This design comes from an exercise in tuning for small area, a short achievable clock period and few clock cycles on the open sky130 flow, not from production work.
Where RTL was checked, it was by simulation tests only, not by an equivalence proof against the original.
Only the layout flow was run in run 4; the RTL was not checked for function there.
Power figures rest on the tool's default switching activity, not on a simulated workload.

**flow/config.mk**
```make
export PLATFORM = sky130hd
export DESIGN_NAME = hostlink_framer
export DESIGN_NICKNAME = hostlink_framer
export VERILOG_FILES = /design/flow/design.v
export SDC_FILE = /design/flow/constraint.sdc
export NUM_CORES = 4
export LEC_CHECK = 0
export CAP_MARGIN = 20
export CORE_MARGIN = 2
export CORE_UTILIZATION = 50
export CTS_CLUSTER_DIAMETER = 100
export CTS_CLUSTER_SIZE = 25
export SLEW_MARGIN = 30
```
**flow/constraint.sdc**
```tcl
create_clock -name core_clock -period 10.0 [get_ports {clk}]
set_input_delay 2.0000 -clock core_clock [delete_from_list [all_inputs] [get_ports {clk}]]
set_output_delay 2.0000 -clock core_clock [all_outputs]
set_load 0.01 [all_outputs]
```
**flow/design.v**
```verilog
module hostlink_framer (
    input  wire       clk,
    input  wire       rst,         
    input  wire       in_valid,
    input  wire [7:0] in_data,
    output wire       in_ready,
    output reg        out_valid,
    output reg  [7:0] out_data,
    output reg        out_first,
    output reg        out_last
);
    reg [7:0] mem0 [0:127];        
    reg [7:0] mem1 [0:127];        
    reg        rst_r;
    always @(posedge clk)
        rst_r <= rst;
    reg        rdy;
    reg        s0v;                
    reg  [7:0] s0d;
    reg  [9:0] tail;               
    reg  [7:0] R;                  
    reg  [9:0] tl1, tl2;           
    assign in_ready = rdy;
    wire       acc = in_valid & rdy;
    wire [7:0] wq  = R ^ s0d;      
    always @(posedge clk) begin
        s0d <= in_data;
        if (s0v) begin
            if (tail[0]) mem1[tail[7:1]] <= wq;
            else         mem0[tail[7:1]] <= wq;
        end
    end
    reg  [6:0] A0, A1;
    reg  [7:0] D0, D1;
    reg  [7:0] r0, r1;
    integer k;
    always @(*) begin
        r0 = 8'd0;
        r1 = 8'd0;
        for (k = 0; k < 128; k = k + 1) begin
            r0 = r0 | (mem0[k] & {8{A0 == k}});
            r1 = r1 | (mem1[k] & {8{A1 == k}});
        end
    end
    always @(posedge clk) begin
        D0 <= r0;
        D1 <= r1;
    end
    reg        pv;                 
    reg  [9:0] pa2;                
    reg  [7:0] pL;                 
    reg  [7:0] pfb;                
    reg  [7:0] pq1;                
    localparam T_NONE = 2'd0, T_FB = 2'd1, T_L = 2'd2, T_MEM = 2'd3;
    reg  [1:0] ist;                
    reg  [9:0] oi;                 
    reg  [7:0] ocnt;               
    reg  [7:0] cfb, cL, cq1;       
    reg  [1:0] mty, ety;           
    reg        mlast, elast;
    reg        mbank, ebank;
    reg  [7:0] oprev;
    wire       omem  = (ist == 2'd2);        
    wire       otake = pv & (ist == 2'd0);
    reg  [9:0] p;                  
    reg  [7:0] B;                  
    reg  [7:0] q0, q1, q2, q3;     
    reg  [2:0] nq;                 
    reg  [1:0] fin;                
    reg  [9:0] nf;                 
    reg  [9:0] er;                 
    reg        ev;
    reg  [9:0] ef;                 
    reg        endf;               
    reg        vwait;              
    reg        mcf, mce, mcb;      
    reg        dcf, dce, dcb;      
    reg        bres, beq;          
    reg  [9:0] oldr;               
    wire [7:0] cdat = dcb ? D1 : D0;
    wire       cres = dce | bres;
    wire       ceq  = dce ? (cdat == B) : beq;
    wire       cok  = cres & ceq;            
    wire       cbad = cres & ~ceq;           
    wire       hfree = ~pv | otake;
    wire       cacc = (cok | vwait) & hfree;  
    wire       efv  = (nq >= 3'd3);
    wire [9:0] er1   = er + 10'd1;
    wire [9:0] er2   = er + 10'd2;
    wire [9:0] edist = tail - er;
    wire [9:0] fdist = tail - nf;
    wire [9:0] xdist = tail - ef;
    wire       ewr   = (edist != 10'd0) & ~edist[9];
    wire       eis   = (er == tl1);          
    wire       vwr   = (edist != 10'd0) & (edist != 10'd1) & ~edist[9];
    wire       vis   = (er == tl2);          
    wire       fwr   = (fdist != 10'd0) & ~fdist[9];
    wire       fis   = (nf == tl1);
    wire       xwr   = (xdist != 10'd0) & ~xdist[9];
    wire       xis   = (ef == tl1);
    wire       ebok  = ~(omem & (oi[0] == er[0]));
    wire       vbok  = ~(omem & (oi[0] != er[0]));
    wire       fbok  = ~(omem & (oi[0] == nf[0]));
    wire       xbok  = ~(omem & (oi[0] == ef[0]));
    wire [2:0] qf    = {1'b0, fin} + nq;
    wire       busy  = cres | vwait;
    wire       bx    = cbad & efv & xis;
    wire       iss_x = cbad & efv & ~xis & xwr & xbok;
    wire       bv    = cacc & vis;
    wire       iss_v = cacc & ~vis & vwr & vbok;
    wire       be    = ev & ~endf & ~busy & eis;
    wire       iss_e = ev & ~endf & ~busy & ~eis & ewr & ebok;
    wire       bf    = ~busy & (fin == 2'd0) & (nq < 3'd4) & fis;
    wire       pend_e = ev & ~endf & ~eis;
    wire       iss_f = ~busy & ~pend_e & ~bf & (qf < 3'd4) & fwr & fbok;
    wire       c_iss = iss_x | iss_v | iss_e | iss_f;
    wire [9:0] cidx  = busy ? (cbad ? ef : er1) : (pend_e ? er : nf);
    wire       fa   = dcf | bf;
    wire [7:0] fdat = dcf ? cdat : R;
    wire [7:0] n0 = (fa & (nq == 3'd0)) ? fdat : q0;
    wire [7:0] n1 = (fa & (nq == 3'd1)) ? fdat : q1;
    wire [7:0] n2 = (fa & (nq == 3'd2)) ? fdat : q2;
    wire [7:0] n3 = (fa & (nq == 3'd3)) ? fdat : q3;
    wire [2:0] nq1 = nq + 3'd1;
    wire [2:0] nqa = fa ? nq1 : nq;          
    wire [1:0] finp = fin + 2'd1;
    wire [1:0] finm = fin - 2'd1;
    wire [1:0] fin_n = (iss_f & ~dcf) ? finp : (~iss_f & dcf) ? finm : fin;
    wire [7:0] s1 = (dcf & (nq == 3'd2)) ? fdat : q2;    
    wire [7:0] s2 = (dcf & (nq == 3'd3)) ? fdat : q3;
    wire [7:0] s3 = fdat;
    wire [2:0] nqs = nq - 3'd1 + {2'd0, dcf};
    wire [9:0] erq_n = p + 10'd2 + {2'd0, q0 ^ fdat};
    wire [9:0] erq_s = p + 10'd3 + {2'd0, q1 ^ fdat};    
    wire [9:0] ef_n2 = p + 10'd3 + {2'd0, q1 ^ fdat};
    wire [9:0] ef_n3 = p + 10'd3 + {2'd0, q1 ^ q2};
    wire [9:0] ef_n  = (nq == 3'd2) ? ef_n2 : ef_n3;
    wire [9:0] ef_s3 = p + 10'd4 + {2'd0, q2 ^ fdat};
    wire [9:0] ef_s4 = p + 10'd4 + {2'd0, q2 ^ q3};
    wire [9:0] ef_s  = (nq == 3'd3) ? ef_s3 : ef_s4;
    wire       set_x  = cbad & efv;                        
    wire       set_s  = cbad & ~efv & dcf & (nq == 3'd2);  
    wire       set_n  = ~busy & ~ev & fa & (nq == 3'd1);   
    wire [9:0] er_n   = ({10{set_x}} & ef) | ({10{set_s}} & erq_s) |
                        ({10{set_n}} & erq_n);
    wire [9:0] ef_nx  = cbad ? ef_s : ef_n;
    wire [9:0] p1    = p + 10'd1;
    wire [9:0] p_n   = ({10{cacc}} & er1) | ({10{cbad}} & p1) |
                       ({10{~cacc & ~cbad}} & p);
    wire [9:0] nf1   = nf + 10'd1;
    wire       nfi   = iss_f | bf;
    wire       vgo   = bv | iss_v;
    wire [9:0] nf_n  = ({10{cacc & vgo}} & er2) | ({10{cacc & ~vgo}} & er1) |
                       ({10{~cacc & nfi}} & nf1) | ({10{~cacc & ~nfi}} & nf);
    wire [9:0] c_old = (qf >= 3'd2) ? p + 10'd2 : (qf == 3'd1) ? p1 : p;
    wire [9:0] oldest = (ist != 2'd0) ? oi : pv ? pa2 : c_old;
    wire [9:0] used   = tail + {9'd0, s0v} - oldr;
    always @(posedge clk) begin
        A0 <= (omem & ~oi[0]) ? oi[7:1] : cidx[7:1];
        A1 <= (omem &  oi[0]) ? oi[7:1] : cidx[7:1];
    end
    always @(posedge clk) begin
        if (rst_r) begin
            rdy       <= 1'b0;
            s0v       <= 1'b0;
            tail      <= 10'd0;
            tl1       <= 10'h3ff;
            tl2       <= 10'h3fe;
            R         <= 8'd0;
            oldr      <= 10'd0;
            pv        <= 1'b0;
            ist       <= 2'd0;
            mty       <= T_NONE;
            ety       <= T_NONE;
            p         <= 10'd0;
            B         <= 8'd0;
            nq        <= 3'd0;
            fin       <= 2'd0;
            nf        <= 10'd0;
            ev        <= 1'b0;
            endf      <= 1'b0;
            vwait     <= 1'b0;
            mcf       <= 1'b0;
            mce       <= 1'b0;
            dcf       <= 1'b0;
            dce       <= 1'b0;
            bres      <= 1'b0;
            out_valid <= 1'b0;
            out_first <= 1'b0;
            out_last  <= 1'b0;
        end else begin
            s0v <= acc;
            if (s0v) begin
                R    <= wq;
                tail <= tail + 10'd1;
                tl1  <= tl1 + 10'd1;
                tl2  <= tl2 + 10'd1;
            end
            oldr <= oldest;
            rdy  <= acc ? (used < 10'd255) : (used < 10'd256);
            mty   <= T_NONE;
            mlast <= 1'b0;
            mbank <= oi[0];
            if (otake) begin
                mty  <= T_FB;
                cfb  <= pfb;
                cL   <= pL;
                cq1  <= pq1;
                oi   <= pa2;
                ocnt <= pL;
                ist  <= 2'd1;
                pv   <= 1'b0;
            end else if (ist == 2'd1) begin
                mty <= T_L;
                ist <= 2'd2;
            end else if (ist == 2'd2) begin
                mty   <= T_MEM;
                mlast <= (ocnt == 8'd0);
                oi    <= oi + 10'd1;
                ocnt  <= ocnt - 8'd1;
                if (ocnt == 8'd0)
                    ist <= 2'd0;
            end
            ety   <= mty;
            elast <= mlast;
            ebank <= mbank;
            out_valid <= (ety != T_NONE);
            out_first <= (ety == T_FB);
            out_last  <= (ety == T_MEM) & elast;
            case (ety)
                T_FB:  out_data <= cfb;
                T_L:   begin out_data <= cL; oprev <= cq1; end
                T_MEM: begin
                    out_data <= (ebank ? D1 : D0) ^ oprev;
                    oprev    <= ebank ? D1 : D0;
                end
                default: ;
            endcase
            if (rst) begin
                rdy       <= 1'b0;
                out_valid <= 1'b0;
            end
            mcf  <= iss_f | iss_v;
            mce  <= iss_e | iss_x;
            mcb  <= cidx[0];
            dcf  <= mcf & ~cacc;
            dce  <= mce;
            dcb  <= mcb;
            bres <= bx | be;
            if (bx)
                beq <= (R == q0);
            else if (be)
                beq <= (R == B);
            p  <= p_n;
            nf <= nf_n;
            ef <= ef_nx;
            if (set_x | set_s | set_n)
                er <= er_n;
            if (cacc) begin
                pv    <= 1'b1;
                pa2   <= p + 10'd2;
                pL    <= q0 ^ q1;
                pfb   <= q0 ^ B;
                pq1   <= q1;
                ev    <= 1'b0;
                endf  <= 1'b0;
                vwait <= 1'b0;
                q0    <= R;
                nq    <= {2'd0, bv};
                fin   <= {1'b0, iss_v};
            end else if (cbad) begin
                B    <= q0;
                q0   <= q1;
                q1   <= s1;
                q2   <= s2;
                q3   <= s3;
                nq   <= nqs;
                ev   <= set_x | set_s;
                endf <= bx | iss_x;
                fin  <= dcf ? finm : fin;
            end else begin
                if (cok)
                    vwait <= 1'b1;
                q0 <= n0;
                q1 <= n1;
                q2 <= n2;
                q3 <= n3;
                nq <= nqa;
                if (set_n)
                    ev <= 1'b1;
                if (iss_e | be)
                    endf <= 1'b1;
                fin <= fin_n;
            end
        end
    end
endmodule
```
**flow/flow/run.sh**
```bash
#!/bin/bash
# Own flow: the standard layout (standard.sh, the unchanged ORFS flow
# with the standard flow's config.mk and SDC), with timing repair asked to keep a larger
# setup margin, so the resizer works towards a shorter clock period than the
# 10 ns constraint. The constraint, clock period and everything else are
# the standard flow's own. Each tool's full output goes to flow_make.log here; ORFS's
# per-step logs stay under orfs/logs.
set -euo pipefail
MARGIN=$(cat flow/margin.txt)
bash standard.sh SETUP_SLACK_MARGIN="$MARGIN" finish > flow_make.log 2>&1
test -f out/final.def
```
**flow/flow/margin.txt**
```
6.6
```
**flow/standard.sh**
```bash
#!/bin/bash
# synth_recipe.tcl (not shown) runs the flow's synth.tcl, then flattens the netlist and writes it again
# the make line also repeats each setting of config.mk as NAME=value (left out here)
make -C /OpenROAD-flow-scripts/flow DESIGN_CONFIG=/design/flow/config.mk WORK_HOME=/design/flow/orfs CLKGATE_MAP_FILE= SYNTH_SCRIPT=/design/flow/synth_recipe.tcl "${@:-finish}"
```
==> results of run 1 <==
## flip-flops by register name, indices dropped and copies added (netlist names), 10 cells and up
| signal | flops |
|---|---|
| tail | 10 |
| tl1 | 10 |
| ef | 10 |
| tl2 | 10 |
| p | 10 |
| mem0 | 1024 |
| mem1 | 1024 |
| nf | 10 |
| er | 10 |
| oldr | 10 |
| pa2 | 10 |
| oi | 10 |
## cell type report
cell class              instances  area, um^2
diodes                         19        47.5
well taps                    2464        3080
multi-input cells            3459       25500
fillers                     14489       77000
clock buffers                 173        2950
inverters                      92         360
flip-flops and latches       2339       68900
clock inverters                15         204
repair buffers                652        5610
## metrics by stage
step / hold slack, ns / setup WS [ns]
global route: 0.428 / 6.43
finish: 0.422 / 6.18
CTS: 0.425 / 6.44
global placement: 0.402 / 5.17
detailed placement: 0.405 / 5.36
floorplan: 0.400 / 6.49
## power breakdown
part           internal [mW]  total, mW  switching [mW]
clock network           2.07       5.33            3.26
registers               10.9       11.1           0.232
logic                  0.616       1.95            1.33
total                   13.6       18.4            4.82
## cells in the final DEF (no fill, tap or decap), drive strengths merged, types with 20 or more instances in the layout
cell type  instances
edfxtp          2199
nor2             724
buf              634
a22oi            515
a22o             238
nand2            237
a221oi           223
a21oi            184
clkbuf           180
nand4            152
dfxtp            140
xnor2            134
nand3            123
xor2             122
ha               106
o21ai            105
inv               95
nor3              69
mux2i             60
a222oi            46
o22ai             46
nor4              45
and3              30
nor2b             30
o2111ai           24
a211oi            20
## Yosys cell counts (24+ instances only)
library cell,n,area [um^2]
mux2i_1,57,571
nand3_1,123,616
nand4_1,151,945
and3_1,30,188
o21ai_0,102,510
o2111ai_1,24,210
a221oi_1,223,1950
nand2_1,237,890
nor4_1,45,282
xor2_1,122,1070
nor3_1,69,345
a22oi_1,515,3870
xnor2_1,134,1170
nor2_1,724,2720
edfxtp_1,2199,66000
o22ai_1,46,288
a21oi_1,184,921
a222oi_1,46,460
clkbuf_1,169,634
inv_1,92,345
nor2b_1,29,181
dfxtp_1,140,2800
ha_1,106,1330
a22o_1,238,2080
## cell families after synthesis
family          after synthesis  synth area share
flops                      2339             0.743
simple gates               1514            0.0747
compound gates             1511             0.123
buf+inv                     290            0.0119
xor+xnor                    256            0.0242
fa+ha+maj                   115            0.0163
mux                          63           0.00697
## routing by layer
| metal | vias to the layer above | share of wire | wire [um] |
|---|---|---|---|
| li1 | 25511 | - | - |
| met1 | 34413 | 0.32 | 152000 |
| met2 | 6873 | 0.41 | 194000 |
| met3 | 1941 | 0.14 | 67600 |
| met4 | 28 | 0.12 | 54800 |
| met5 | - | 0.00058 | 272 |
## repair_timing
action,CTS,global route
setup buffers,64,116
cloned,1,4
endpoints found under the setup margin,784,244
pin swaps,44,80
hold buffers,0,0
resized for setup,309,178
## how the worst max path moves through the flow
stage | start | end | slack [ns]
after floorplan | R[3] | mem0[0][3] | 6.49
after global placement | A0[3] | D0[5] | 5.17
after detailed placement | dcb | beq | 5.36
after CTS | dcb | beq | 6.44
after global routing | dcb | ef[8] | 6.43
final | A0[1] | D0[6] | 6.18
==> flow_summary.json, run 1 <==
{
  "status": "no timing/DRC/antenna violations",
  "antenna_found_initial": 30,
  "wl_per_cell_um": 50.9,
  "tightestPinTransition_ns": 1.47,
  "yosysWarnings": 1,
  "cts_root_buf": "clkbuf_16",
  "synth_area_um2": 92600,
  "drv_cap": 0,
  "path_clk_slew_ns": 0.11,
  "drt_iter0_markers": 13696,
  "cp.depth": 11,
  "avgSynthCellArea_um2": 15.2,
  "grt_overflow_total": 0,
  "nNetsFinal": 6776,
  "power_mw": 18.4,
  "num_vias": 68766,
  "reg2reg_depth": 11,
  "grt_use_total": 0.491,
  "min_path_cells": 0,
  "synthCells": 6088,
  "rsz0062_at_grt": "true",
  "grt_util_met3": 0.176,
  "async_flop_share": 0,
  "hold_end": "cq1[5]",
  "synth_seq_area_share": 0.743,
  "final-max-slew-violation-count": 0,
  "stdcell_area_um2": 107000,
  "portBuffers": 22,
  "cts_tree": "done",
  "instances_no_fill": 9213,
  "cellPowerDensity_nw_per_um2": 172,
  "hp-start": "pq1[5]",
  "r2r_end": "D0[6]",
  "grt_pass1_wl_mm": 598,
  "critPathBufInv": 3,
  "first_pass_iters": 6,
  "cp.arrival_ns": 4.67,
  "drive_above_1_share": 0.201,
  "max_freq_mhz": 262,
  "dieArea_um2": 189000,
  "ys_ff_latch": 2339,
  "drc": 0,
  "cts_buffers": 106,
  "synth_edf_count": 2199,
  "tns_ns": 0,
  "worstSetupPathType": "register to register",
  "hpwl_mm": 326,
  "grt_pass1_vias": 61181,
  "cpMaxStageDelayCell": "nor2_2",
  "cts_sinks": 2339,
  "cp_max_fo": 7,
  "ys.flop_type": "edfxtp_1",
  "finalWirelength_mm": 469,
  "grt_max_degree": 187,
  "cp-start-kind": "register",
  "r2r_start": "A0[1]",
  "p_leak_nw": 33.8,
  "slowest_delay_ns": 1.10,
  "synthToLayoutAreaGrowth_pct": 15.2,
  "start_util": 0.504,
  "setup.worst_path.end_class": "register",
  "required_ns": 10.86,
  "pin_count": 23,
  "min_path_type": "register to register",
  "syn_nets": 6214,
  "ant_nets": 0,
  "grt_busiest_layer": "met2",
  "crit_family": "simple AND/OR/NAND/NOR gates",
  "die_y_um": 434,
  "post-route-period-util": 0.382,
  "finalSetupViolCount": 0,
  "dieWidth_um": 434,
  "dp.cells": 8809,
  "r2r_slack_ns": 6.18,
  "cpMostUsedCell": "buf_4",
  "period_needed_ns": 3.82,
  "skew_ns": 0.102,
  "final_util": 0.581,
  "use_met1": 0.588,
  "hold_viol_final": 0,
  "row_count": 157,
  "vdd_drop_max_mv": 0.176,
  "clkLatencyLatePin_ns": 0.92,
  "synth.distinct_cells": 74,
  "fp.coreArea_um2": 184000,
  "cts.path.max_buffers": 3,
  "place_area_um2": 99800,
  "avgViaCountPerCell": 7.46,
  "finalWeightedCongestion": 1.17,
  "slew_headroom": 0.0161,
  "met2_usage": 0.694,
  "h-tree-depth": 3,
  "crit_chain": "buf_4 > nor2_2 > nand2_4 > buf_4 > nor2_2 > a222oi_1 > o2111ai_1 > nor4_1 > buf_4 > nand3_1 > or3_1"
}
Testbench counts, summed over its fixed seeds: cycles 174,672.
==> inputs of run 2 (changes only) <==
==> flow/flow/margin.txt (replaced) <==
6.2
--- a/flow/config.mk
+++ b/flow/config.mk
@@ -7,7 +7,7 @@
 export LEC_CHECK = 0
 export CAP_MARGIN = 20
 export CORE_MARGIN = 2
-export CORE_UTILIZATION = 50
+export CORE_UTILIZATION = 40
 export CTS_CLUSTER_DIAMETER = 100
 export CTS_CLUSTER_SIZE = 25
 export SLEW_MARGIN = 30
==> run 2 against run 1 <==
  * Clock skew shrank 0.045 ns
  * Largest cell class unchanged
  * Core utilization is 12 points lower
  * Still clean on timing, DRC and antenna
  * Count of clock-buffer cells in the layout is 26 lower
==> flow_summary.json, run 2 <==
{
  "grt_overflow_total": 0,
  "start_util": 0.403,
  "cts.path.max_buffers": 3,
  "period_needed_ns": 4.21,
  "yosysWarnings": 1,
  "die_y_um": 485,
  "place_area_um2": 101000,
  "ys.flop_type": "edfxtp_1",
  "path_clk_slew_ns": 0.10,
  "cp_max_fo": 19,
  "grt_max_degree": 154,
  "reg2reg_depth": 9,
  "grt_use_total": 0.419,
  "required_ns": 10.64,
  "cts_hold_buffers": 0,
  "avgSynthCellArea_um2": 15.2,
  "p_leak_nw": 32.8,
  "synth_area_um2": 92600,
  "skew_ns": 0.0572,
  "synthCells": 6088,
  "ys_ff_latch": 2339,
  "dieArea_um2": 235000,
  "hpwl_mm": 355,
  "yosysMostFrequentCell": "edfxtp_1",
  "slew_headroom": 0.0751,
  "final-max-slew-violation-count": 0,
  "maxUsedRoutingLayer": "met5",
  "synth_top_area_cell": "edfxtp_1",
  "power_mw": 18.6,
  "crit_chain": "or3b_2 > buf_6 > nor2_2 > buf_4 > a22oi_1 > nand4_1 > or4_1 > nor4_4 > nand3_2",
  "final_cell_mix": "edfxtp_1 (2199), a22oi_1 (510), buf_4 (476)",
  "drive_above_1_share": 0.168,
  "yosys-top-cells-area": "edfxtp_1 (71%), a22oi_1 (4.2%), dfxtp_1 (3.0%)",
  "min_path_cells": 0,
  "vdd_drop_max_mv": 0.159,
  "final_common_cell": "edfxtp_1",
  "synth_seq_area_share": 0.743,
  "num_vias": 67429,
  "cp.arrival_ns": 4.86,
  "grt_pass1_wl_mm": 641,
  "fp.coreArea_um2": 230000,
  "finalWeightedCongestion": 1.08,
  "antenna_found_initial": 42,
  "cpMaxStageDelayCell": "or4_1",
  "nNetsFinal": 6666,
  "synthTopCellsByCount": "edfxtp_1 (2199), nor2_1 (724), a22oi_1 (515)",
  "fill_cells": 20084,
  "cp-start-kind": "register",
  "cts_sinks": 2339,
  "async_flop_share": 0,
  "drv_cap": 0,
  "clkLatencyLatePin_ns": 0.89,
  "dieWidth_um": 485,
  "hp-start": "mcb",
  "row_count": 176,
  "cellPowerDensity_nw_per_um2": 176,
  "finalWirelength_mm": 503,
  "grt_pass1_vias": 61369,
  "max_freq_mhz": 237,
  "tns_ns": 0,
  "portBuffers": 22,
  "worstSetupPathType": "register to register",
  "drt_iter0_markers": 12706,
  "synthToLayoutAreaGrowth_pct": 13.8,
  "syn_nets": 6214,
  "ant_nets": 0,
  "synth_edf_count": 2199,
  "pin_count": 23,
  "first_pass_iters": 8,
  "hold_viol_final": 0,
  "setup.worst_path.end_class": "register",
  "h-tree-depth": 3,
  "synth_top_area_frac": 0.713,
  "wl_per_cell_um": 52.1,
  "routed-wl-met3_mm": 60.2,
  "finalSetupViolCount": 0,
  "rsz0062_at_grt": "true",
  "cts_tree": "done",
  "min_path_type": "register to register",
  "synth.distinct_cells": 74,
  "cts_buffers": 112,
  "m1WireLength_mm": 177,
  "drc": 0,
  "stdcell_area_um2": 105000,
  "avgViaCountPerCell": 6.99,
  "final_util": 0.458,
  "cts_root_buf": "clkbuf_16",
  "r2r_start": "A0[4]",
  "wl_met2_mm": 214,
  "crit_path_start": "A0[4]",
  "slowest_delay_ns": 0.77,
  "tightestPinTransition_ns": 1.39,
  "status": "no timing/DRC/antenna violations",
  "post-route-period-util": 0.421
}
run 2: cell count changes in the layout (fill, tap and decap cells not counted), moves of 15 or more:
cell,delta
a21oi_1,+18
a221oi_1,+20
a221oi_2,-15
buf_12,-18
buf_4,-70
buf_6,-15
clkbuf_1,-35
nand2_1,+15
nor2_2,-17
nor2_4,+21
run 2: critical path: cells and delay by family, from the launching register on:
family	cells	cell delay [ns]
simple gates	6	2.47
buf+inv	2	0.55
flops	1	0.47
compound gates	1	0.45
run 2: cells by family (layout without fill, tap and decap cells):
group | count (synthesis) | count (layout) | synth area share
xor gates and xnor gates | 256 | 256 | 0.0242
buffers and inverters | 290 | 804 | 0.0119
and+or+nand+nor | 1514 | 1514 | 0.0747
other | 0 | 24 | 0
adders and majority gates | 115 | 115 | 0.0163
DFF | 2339 | 2339 | 0.743
muxes | 63 | 63 | 0.00697
AOI/OAI and AO/OA | 1511 | 1511 | 0.123
run 2: path summary, 6_finish.rpt:
check             slack (ns)    end
setup / recovery        5.79  D0[5]
setup reg to reg        5.79  D0[5]
hold reg to reg         0.40    dcb
hold / removal          0.40    dcb
run 2: area by class of cell:
class / instances / area (um^2) / share of cell area
Antenna cell: 24 / 60.1 / 0.000570
Clock buffer: 147 / 3010 / 0.0285
Clock inverter: 29 / 362 / 0.00343
Inverter: 92 / 349 / 0.00331
Multi-Input combinational cell: 3459 / 24700 / 0.234
Sequential cell: 2339 / 68900 / 0.653
Tap cell: 3026 / 3790 / 0.0359
Timing Repair Buffer: 536 / 4320 / 0.0410
run 2: metrics by stage:
| step | cells | worst slack [ns] | hold slack [ns] |
|---|---|---|---|
| finish | 9652 | 5.79 | 0.404 |
| global route | 9631 | 6.03 | 0.404 |
| CTS | 9613 | 6.01 | 0.393 |
| detailed placement | 9422 | 4.96 | 0.407 |
| global placement | 9407 | 4.48 | 0.404 |
| floorplan | 6088 | 6.23 | 0.400 |
run 2: routing by layer:
layer	up-vias	GRT usage
li1	25312	-
met1	34736	0.519
met2	5917	0.611
met3	1444	0.121
met4	20	0.342
met5	-	0
run 2: repair_timing:
item,in CTS,in global routing
resized for setup,82,61
setup buffers,15,8
pin swaps,5,12
endpoints found under the setup margin,168,95
run 2: report_power, final:
part	internal, mW	switching (mW)	total [mW]	leakage [nW]
clock network	2.19	3.38	5.57	1.62
logic	0.524	1.36	1.88	10.3
registers	10.9	0.222	11.1	20.9
==> inputs of run 3 (changes only) <==
==> flow/flow/margin.txt (replaced) <==
6.6
--- a/flow/config.mk
+++ b/flow/config.mk
@@ -7,7 +7,7 @@
 export LEC_CHECK = 0
 export CAP_MARGIN = 20
 export CORE_MARGIN = 2
-export CORE_UTILIZATION = 40
+export CORE_UTILIZATION = 45
 export CTS_CLUSTER_DIAMETER = 100
 export CTS_CLUSTER_SIZE = 25
-export SLEW_MARGIN = 30
+export SLEW_MARGIN = 25
==> run 3 against run 2 <==
  * Still clean on timing, DRC and antenna
  * Core utilization up 7.1 points
  * Cell count down 1.2%
  * Wire length about the same
  * Critical path type unchanged
  * Critical endpoint is now D0[7]
  * Highest routed layer unchanged
==> flow_summary.json, run 3 <==
{
  "slew_headroom": 0.123,
  "crit_chain": "nor2b_1 > nand2_4 > nor2_1 > buf_4 > a22o_1 > a221oi_4 > nand4_1 > nor3_4 > o2111ai_2 > or4_4",
  "synth_top_area_cell": "edfxtp_1",
  "power.share.clock": 0.298,
  "drc": 0,
  "grt_max_degree": 183,
  "min_path_type": "register to register",
  "synth_fa_ha_area_frac": 0.0163,
  "synth_edf_count": 2199,
  "synthToLayoutAreaGrowth_pct": 17.0,
  "required_ns": 10.70,
  "grt_use_total": 0.470,
  "cellPowerDensity_nw_per_um2": 173,
  "avgSynthCellArea_um2": 15.2,
  "yosysWarnings": 1,
  "setup.worst_path.end_class": "register",
  "hpwl_mm": 349,
  "ant_nets": 0,
  "pwr-share-comb": 0.109,
  "cts_buffers": 110,
  "status": "no timing/DRC/antenna violations",
  "yosys-top-cells-area": "edfxtp_1 (71%), a22oi_1 (4.2%), dfxtp_1 (3.0%)",
  "p_switching_mw": 5.01,
  "cp_max_fo": 7,
  "h-tree-depth": 3,
  "fp.coreArea_um2": 205000,
  "num_vias": 69209,
  "cts_sinks": 2339,
  "final-max-slew-violation-count": 0,
  "synthTopCellsByCount": "edfxtp_1 (2199), nor2_1 (724), a22oi_1 (515)",
  "rsz0062_at_grt": "true",
  "post-route-period-util": 0.387,
  "intPower_mw": 13.7,
  "start_util": 0.453,
  "cp.arrival_ns": 4.57,
  "ys.flop_type": "edfxtp_1",
  "slowest_delay_ns": 0.72,
  "regArea_um2": 68900,
  "cp-start-kind": "register",
  "worstSetupPathType": "register to register",
  "finalWirelength_mm": 503,
  "yosys.area_share.simple": 0.0747,
  "path_clk_slew_ns": 0.10,
  "synthCells": 6088,
  "cts_hold_buffers": 0,
  "antenna_found_initial": 48,
  "die_y_um": 458,
  "portBuffers": 22,
  "synth_top_family_by_area": "compound AO/OA/AOI/OAI gates",
  "grt_overflow_total": 0,
  "syn_nets": 6214,
  "cpMaxStageDelayCell": "nor3_4",
  "skew_ns": 0.0540,
  "final_cell_mix": "edfxtp_1 (2199), buf_4 (594), a22oi_1 (497)",
  "synthMuxAreaShare": 0.00697,
  "grt_pass1_vias": 62196,
  "ys_ff_latch": 2339,
  "row_count": 166,
  "synth-xor-area-share": 0.0242,
  "yosysMostFrequentCell": "edfxtp_1",
  "power_mw": 18.7,
  "drive_above_1_share": 0.218,
  "synth_top_area_frac": 0.713,
  "avgViaCountPerCell": 7.26,
  "wl_per_cell_um": 52.7,
  "finalWeightedCongestion": 1.12,
  "multiInputGateArea_um2": 25900,
  "switching_share": 0.267,
  "finalSetupViolCount": 0,
  "cts_root_buf": "clkbuf_16",
  "dieArea_um2": 209000,
  "vdd_drop_max_mv": 0.174,
  "drt_iter0_markers": 14311,
  "hold_viol_final": 0,
  "tns_ns": 0,
  "first_pass_iters": 9,
  "final_common_cell": "edfxtp_1",
  "clkLatencyLatePin_ns": 0.86,
  "synth_seq_area_share": 0.743,
  "fill_cells": 16896,
  "pin_count": 23,
  "cts.path.max_buffers": 3,
  "nNetsFinal": 6847,
  "synth_compound_gate_area_share": 0.123,
  "tightestPinTransition_ns": 1.32,
  "cts_tree": "done",
  "p_seq_frac": 0.594,
  "drv_cap": 0,
  "synth.distinct_cells": 74,
  "dieWidth_um": 458,
  "p_leak_nw": 34.3,
  "async_flop_share": 0,
  "max_freq_mhz": 258,
  "period_needed_ns": 3.87,
  "grt_pass1_wl_mm": 638,
  "synth_area_um2": 92600
}
run 3: stage by stage:
| stage | setup slack (ns) | utilization | instances | area [um^2] | hold slack, ns |
|---|---|---|---|---|---|
| 2_1_floorplan | 6.49 | - | 6088 | 92900 | 0.400 |
| 3_3_place_gp | 4.21 | 0.488 | 9070 | 99900 | 0.405 |
| 6_report | 6.13 | 0.529 | 9538 | 108000 | 0.430 |
| 5_1_grt | 6.29 | 0.529 | 9508 | 108000 | 0.437 |
| 4_1_cts | 6.39 | 0.519 | 9393 | 106000 | 0.430 |
| 3_5_place_dp | 4.87 | 0.490 | 9082 | 100000 | 0.406 |
run 3: cell families after synthesis:
kind of cell    after synthesis
flops                      2339
compound gates             1511
buf+inv                     290
xor+xnor                    256
simple gates               1514
mux                          63
fa+ha+maj                   115
run 3: critical path: cells and delay by family, from the launching register on:
family	cells	cell delay, ns
simple gates	6	2.15
compound gates	3	0.97
flops	1	0.39
buf+inv	1	0.18
run 3: what timing repair did:
action                      CTS  global route
setup endpoints to repair  1073           575
resized for setup           357           225
cloned                        6             3
pin swaps                    50            92
buffers inserted             95           101
run 3: area by class of cell:
| cell class | instances | share of cell area |
|---|---|---|
| sequential | 2339 | 0.636 |
| multi-input combinational | 3460 | 0.239 |
| timing repair buffer | 718 | 0.0577 |
| tap | 2688 | 0.0310 |
| clock buffer | 186 | 0.0287 |
| inverter | 92 | 0.00333 |
| clock inverter | 24 | 0.00293 |
| antenna | 31 | 0.000716 |
run 3: path summary, 6_finish.rpt:
path / from / to / slack [ns] / cells past startpoint
max: A0[0] / D0[7] / 6.13 / 10
min: mlast / elast / 0.43 / 0
max reg2reg: A0[0] / D0[7] / 6.13 / 10
min reg2reg: mlast / elast / 0.43 / 0
run 3: power groups by stage:
stage,Sequential [mW],Clock (mW),Combinational (mW)
final,11.1,5.58,2.04
after detailed placement,11.3,0,1.67
after CTS,11.1,5.52,1.85
after global routing,11.1,5.83,2.08
after floorplan,11.2,0,0.916
after global placement,11.3,0,1.66
run 3: per-layer routing:
metal,vias to the layer above,track usage,wire (um),part of all wire
met5,-,0.000459,172,0.00034
met4,28,0.428,58600,0.12
met3,1921,0.163,67600,0.13
met2,6532,0.673,210000,0.42
met1,35025,0.558,166000,0.33
li1,25703,-,-,-
==> inputs of run 4 (changes only) <==
--- a/flow/design.v
+++ b/flow/design.v
@@ -9,8 +9,8 @@
     output reg        out_first,
     output reg        out_last
 );
-    reg [7:0] mem0 [0:127];        
-    reg [7:0] mem1 [0:127];        
+    wire [7:0] mem0 [0:127];
+    wire [7:0] mem1 [0:127];
     reg        rst_r;
     always @(posedge clk)
         rst_r <= rst;
@@ -23,14 +23,27 @@
     assign in_ready = rdy;
     wire       acc = in_valid & rdy;
     wire [7:0] wq  = R ^ s0d;      
-    always @(posedge clk) begin
+    reg  [3:0] Ta;
+    reg  [7:0] Tb, Tc;
+    always @(posedge clk)
         s0d <= in_data;
-        if (s0v) begin
-            if (tail[0]) mem1[tail[7:1]] <= wq;
-            else         mem0[tail[7:1]] <= wq;
+    genvar g;
+    generate
+        for (g = 0; g < 256; g = g + 1) begin : slot
+            reg [7:0] q;
+            always @(posedge clk)
+                if (s0v & Ta[g % 4] & Tb[(g / 4) % 8] & Tc[g / 32])
+                    q <= wq;
+            if (g % 2 == 0) begin : b0
+                assign mem0[g / 2] = q;
+            end else begin : b1
+                assign mem1[g / 2] = q;
+            end
         end
-    end
-    reg  [6:0] A0, A1;
+    endgenerate
+    reg  [3:0] A0a, A1a;
+    reg  [3:0] A0b, A1b;
+    reg  [7:0] A0c, A1c;
     reg  [7:0] D0, D1;
     reg  [7:0] r0, r1;
     integer k;
@@ -38,8 +51,8 @@
         r0 = 8'd0;
         r1 = 8'd0;
         for (k = 0; k < 128; k = k + 1) begin
-            r0 = r0 | (mem0[k] & {8{A0 == k}});
-            r1 = r1 | (mem1[k] & {8{A1 == k}});
+            r0 = r0 | (mem0[k] & {8{A0a[k % 4] & A0b[(k / 4) % 4] & A0c[k / 16]}});
+            r1 = r1 | (mem1[k] & {8{A1a[k % 4] & A1b[(k / 4) % 4] & A1c[k / 16]}});
         end
     end
     always @(posedge clk) begin
@@ -155,15 +168,24 @@
     wire [9:0] c_old = (qf >= 3'd2) ? p + 10'd2 : (qf == 3'd1) ? p1 : p;
     wire [9:0] oldest = (ist != 2'd0) ? oi : pv ? pa2 : c_old;
     wire [9:0] used   = tail + {9'd0, s0v} - oldr;
+    wire [6:0] a0n = (omem & ~oi[0]) ? oi[7:1] : cidx[7:1];
+    wire [6:0] a1n = (omem &  oi[0]) ? oi[7:1] : cidx[7:1];
     always @(posedge clk) begin
-        A0 <= (omem & ~oi[0]) ? oi[7:1] : cidx[7:1];
-        A1 <= (omem &  oi[0]) ? oi[7:1] : cidx[7:1];
+        A0a <= 4'd1 << a0n[1:0];
+        A0b <= 4'd1 << a0n[3:2];
+        A0c <= 8'd1 << a0n[6:4];
+        A1a <= 4'd1 << a1n[1:0];
+        A1b <= 4'd1 << a1n[3:2];
+        A1c <= 8'd1 << a1n[6:4];
     end
     always @(posedge clk) begin
         if (rst_r) begin
             rdy       <= 1'b0;
             s0v       <= 1'b0;
             tail      <= 10'd0;
+            Ta        <= 4'd1;
+            Tb        <= 8'd1;
+            Tc        <= 8'd1;
             tl1       <= 10'h3ff;
             tl2       <= 10'h3fe;
             R         <= 8'd0;
@@ -193,6 +215,11 @@
             if (s0v) begin
                 R    <= wq;
                 tail <= tail + 10'd1;
+                Ta   <= {Ta[2:0], Ta[3]};
+                if (Ta[3])
+                    Tb <= {Tb[6:0], Tb[7]};
+                if (Ta[3] & Tb[7])
+                    Tc <= {Tc[6:0], Tc[7]};
                 tl1  <= tl1 + 10'd1;
                 tl2  <= tl2 + 10'd1;
             end
--- a/flow/config.mk
+++ b/flow/config.mk
@@ -7,7 +7,5 @@
 export LEC_CHECK = 0
 export CAP_MARGIN = 20
 export CORE_MARGIN = 2
-export CORE_UTILIZATION = 45
-export CTS_CLUSTER_DIAMETER = 100
-export CTS_CLUSTER_SIZE = 25
-export SLEW_MARGIN = 25
+export CORE_UTILIZATION = 40
+export SLEW_MARGIN = 30
==> run 4 against run 3 <==
  * Sequential power hardly changed
  * Hold slack worse by 0.0095 ns
  * Wire length is 12% lower
  * Critical path depth is 2 lower
  * Non-clock buffer count is 389 lower
  * Sequential share of layout area is 0.42 points lower
  * Flip-flop and latch count is 38 higher
  * Cell count is 4.1% higher
  * Die area is 16% higher
  * First-iteration DRC count is 15% higher
  * Critical endpoint is now D1[3]
==> flow_summary.json, run 4 <==
{
  "status": "no timing/DRC/antenna violations",
  "ant_nets": 0,
  "r2r_start": "A1b[2]",
  "maxUsedRoutingLayer": "met5",
  "h-tree-depth": 4,
  "slowest_delay_ns": 0.75,
  "grt_max_degree": 181,
  "finalWirelength_mm": 444,
  "skew_ns": 0.0655,
  "p_seq_frac": 0.496,
  "antenna_found_initial": 43,
  "cts_buffers": 238,
  "cp_max_fo": 26,
  "synth_seq_area_share": 0.725,
  "crit_path_start": "A1b[2]",
  "drt_iter0_markers": 16395,
  "wl_met2_mm": 177,
  "period_needed_ns": 3.86,
  "cpMostUsedCell": "nand4_1",
  "crit_chain": "buf_4 > nand2_1 > nor2_1 > a222oi_1 > and3_1 > nand4_1 > nor4_2 > nand4_1",
  "finalSetupViolCount": 0,
  "yosys.area_share.simple": 0.0830,
  "synth_area_um2": 96000,
  "max_freq_mhz": 259,
  "cp.depth": 8,
  "setup.worst_path.end_class": "register",
  "largest_register_ffs": 2048,
  "cp.arrival_ns": 4.48,
  "switching_share": 0.257,
  "final_common_cell": "edfxtp_1",
  "pin_count": 23,
  "avgSynthCellArea_um2": 14.8,
  "vdd_drop_max_mv": 0.185,
  "power_mw": 22.8,
  "start_util": 0.403,
  "hpwl_mm": 290,
  "row_count": 179,
  "yosysMostFrequentCell": "edfxtp_1",
  "cts.path.max_buffers": 3,
  "grt_use_total": 0.353,
  "cts_sinks": 2377,
  "post-route-period-util": 0.386,
  "r2r_end": "D1[3]",
  "tightestPinTransition_ns": 1.20,
  "drive_above_1_share": 0.143,
  "p_leak_nw": 37.2,
  "dieArea_um2": 244000,
  "tns_ns": 0,
  "critPathBufInv": 1,
  "p_switching_mw": 5.85,
  "rsz0062_at_grt": "true",
  "synth_top_area_cell": "edfxtp_1",
  "synth_edf_count": 2199,
  "fill_cells": 20608,
  "min_path_type": "register to register",
  "synth_top_family_by_area": "compound AO/OA/AOI/OAI gates",
  "synth_top_area_frac": 0.688,
  "dieWidth_um": 494,
  "synthCells": 6481,
  "required_ns": 10.62,
  "grt_pass1_vias": 63887,
  "final_cell_mix": "edfxtp_1 (2199), a22oi_1 (416), and3_1 (410)",
  "path_clk_slew_ns": 0.07,
  "slew_headroom": 0.202,
  "cts_tree": "done",
  "synthToLayoutAreaGrowth_pct": 14.8,
  "cpMaxStageDelayCell": "a222oi_1",
  "drv_cap": 0,
  "die_y_um": 494,
  "worstSetupPathType": "register to register",
  "yosys-top-cells-area": "edfxtp_1 (69%), dfxtp_1 (3.7%), a22oi_1 (3.3%)",
  "cp-start-kind": "register",
  "power.share.clock": 0.405,
  "nNetsFinal": 6664,
  "async_flop_share": 0,
  "synth_compound_gate_area_share": 0.121,
  "pwr-share-comb": 0.099,
  "intPower_mw": 16.9,
  "reg2reg_depth": 8,
  "endpoint": "D1[3]",
  "cts_root_buf": "clkbuf_16",
  "avgViaCountPerCell": 7.15,
  "synth_fa_ha_area_frac": 0.0157,
  "clkLatencyLatePin_ns": 0.93,
  "hold_viol_final": 0,
  "ys_ff_latch": 2377,
  "portBuffers": 22,
  "synthTopCellsByCount": "edfxtp_1 (2199), and3_1 (462), clkbuf_1 (444)",
  "r2r_slack_ns": 6.14,
  "synth.distinct_cells": 83,
  "cellPowerDensity_nw_per_um2": 207,
  "crit_family": "simple AND/OR/NAND/NOR gates",
  "routed-wl-met3_mm": 77.0,
  "fp.coreArea_um2": 238000,
  "finalWeightedCongestion": 1.14,
  "first_pass_iters": 12,
  "synth-xor-area-share": 0.0234,
  "grt_overflow_total": 0,
  "wl_per_cell_um": 44.7,
  "hp-start": "pq1[6]",
  "drc": 0,
  "regMostFlops": "slot.q",
  "m1WireLength_mm": 149,
  "num_vias": 70963,
  "syn_nets": 6607,
  "grt_pass1_wl_mm": 583,
  "yosysWarnings": 1,
  "synthMuxAreaShare": 0.00770,
  "ys.flop_type": "edfxtp_1",
  "final-max-slew-violation-count": 0
}
## run 4: changes by cell type after synthesis, moves of 41 or more
cell,previous run,this run
a221oi_1,223,163
clkbuf_1,169,444
a32oi_1,5,132
nand2_1,237,298
and3_1,30,462
a32o_1,1,42
a22oi_1,515,419
nor2_1,724,239
## run 4: what timing repair did
action                                  in CTS  in global routing
setup buffers                               38                 42
endpoints found under the setup margin     252                153
hold buffers                                 0                  0
pin swaps                                   22                 60
cloned                                       1                  5
gates resized for setup                    195                113
## run 4: through the flow
stage / setup WS [ns] / std cells / instance area (um^2) / hold WS [ns] / util
6_report: 6.14 / 9930 / 110000 / 0.421 / 0.463
5_1_grt: 6.36 / 9905 / 110000 / 0.423 / 0.462
4_1_cts: 6.35 / 9845 / 109000 / 0.420 / 0.457
3_5_place_dp: 5.20 / 9367 / 100000 / 0.405 / 0.420
3_3_place_gp: 4.87 / 9358 / 100000 / 0.405 / 0.420
2_1_floorplan: 6.50 / 6481 / 96200 / 0.400 / -
## run 4: cell type report
type	instances	area [um^2]	area share
Sequential cell	2377	69700	0.632
Multi-Input combinational cell	3484	25300	0.230
Clock buffer	281	6220	0.0564
Tap cell	3167	3960	0.0359
Inverter	108	415	0.00377
Antenna cell	26	65.1	0.000590
Clock inverter	158	1690	0.0153
Timing Repair Buffer	329	2880	0.0261
## run 4: worst reg2reg max path: stages, from the launching register on
cell	delay (ns)
dfxtp_1	0.31
buf_4	0.23
nand2_1	0.47
nor2_1	0.34
a222oi_1	0.75
and3_1	0.34
nand4_1	0.34
nor4_2	0.36
nand4_1	0.41
## run 4: routing by layer
layer  vias up  GRT usage
li1      25998          -
met1     34863      0.438
met2      7976      0.486
met3      2098      0.167
met4        28      0.237
met5         -    0.00724
## run 4: worst min-delay path by stage
stage | endpoint | slack (ns) | cells past startpoint
6_report | cq1[6] | 0.42 | 0
4_1_cts | cq1[5] | 0.42 | 0
3_5_place_dp | cq1[5] | 0.41 | 0
2_1_floorplan | cfb[0] | 0.40 | 0
5_1_grt | cq1[5] | 0.42 | 0
3_3_place_gp | elast | 0.40 | 0
## run 4: cells by family (layout without fill, tap and decap cells)
family	Yosys count	in the layout
AOI/OAI and AO/OA	1524	1524
DFF	2377	2377
xor gates and xnor gates	257	257
and+or+nand+nor	1515	1516
muxes	72	72
adders and majority gates	115	115
buffers and inverters	621	876
other	0	26
## run 4: power groups by stage
stage	Sequential, mW	Clock, mW	Combinational, mW
finish	11.3	9.23	2.25
global route	11.3	9.54	2.28
CTS	11.3	9.15	2.00
detailed placement	11.5	0	1.88
global placement	11.5	0	1.86
floorplan	11.4	0	1.08

-- what the ideal ports hide --
In the flow no input, the clock included, has a driving cell. The finished layouts below were timed again as built, in two steps.
Step 1: set_driving_cell puts a clkbuf_16 on clk and a buf_2 on each other input, an assumption about the parent block.
Step 2 also shifts input and output timing later by t, the mid clock arrival at the registers, as if the neighbouring blocks saw the same clock.
Slacks: ideal / step 1 / step 2; pairs: ideal / step 1.
| run | t, ns | slack for setup (ns) | worst setup path at the end | slew at the worst register clock pin (ns) | worst data-port slew with drivers (ns) |
|---|---|---|---|---|---|
| run 1 | 0.965 | 6.183 / 6.183 / 6.183 | register to register | 0.12 / 0.12 | 0.10 |
| run 2 | 0.944 | 5.786 / 5.786 / 5.786 | register to register | 0.12 / 0.12 | 0.09 |
| run 3 | 0.934 | 6.129 / 6.129 / 6.129 | register to register | 0.12 / 0.12 | 0.07 |
| run 4 | 1.006 | 6.137 / 6.137 / 6.137 | register to register | 0.07 / 0.07 | 0.10 |
After both steps every run listed still meets setup and hold.
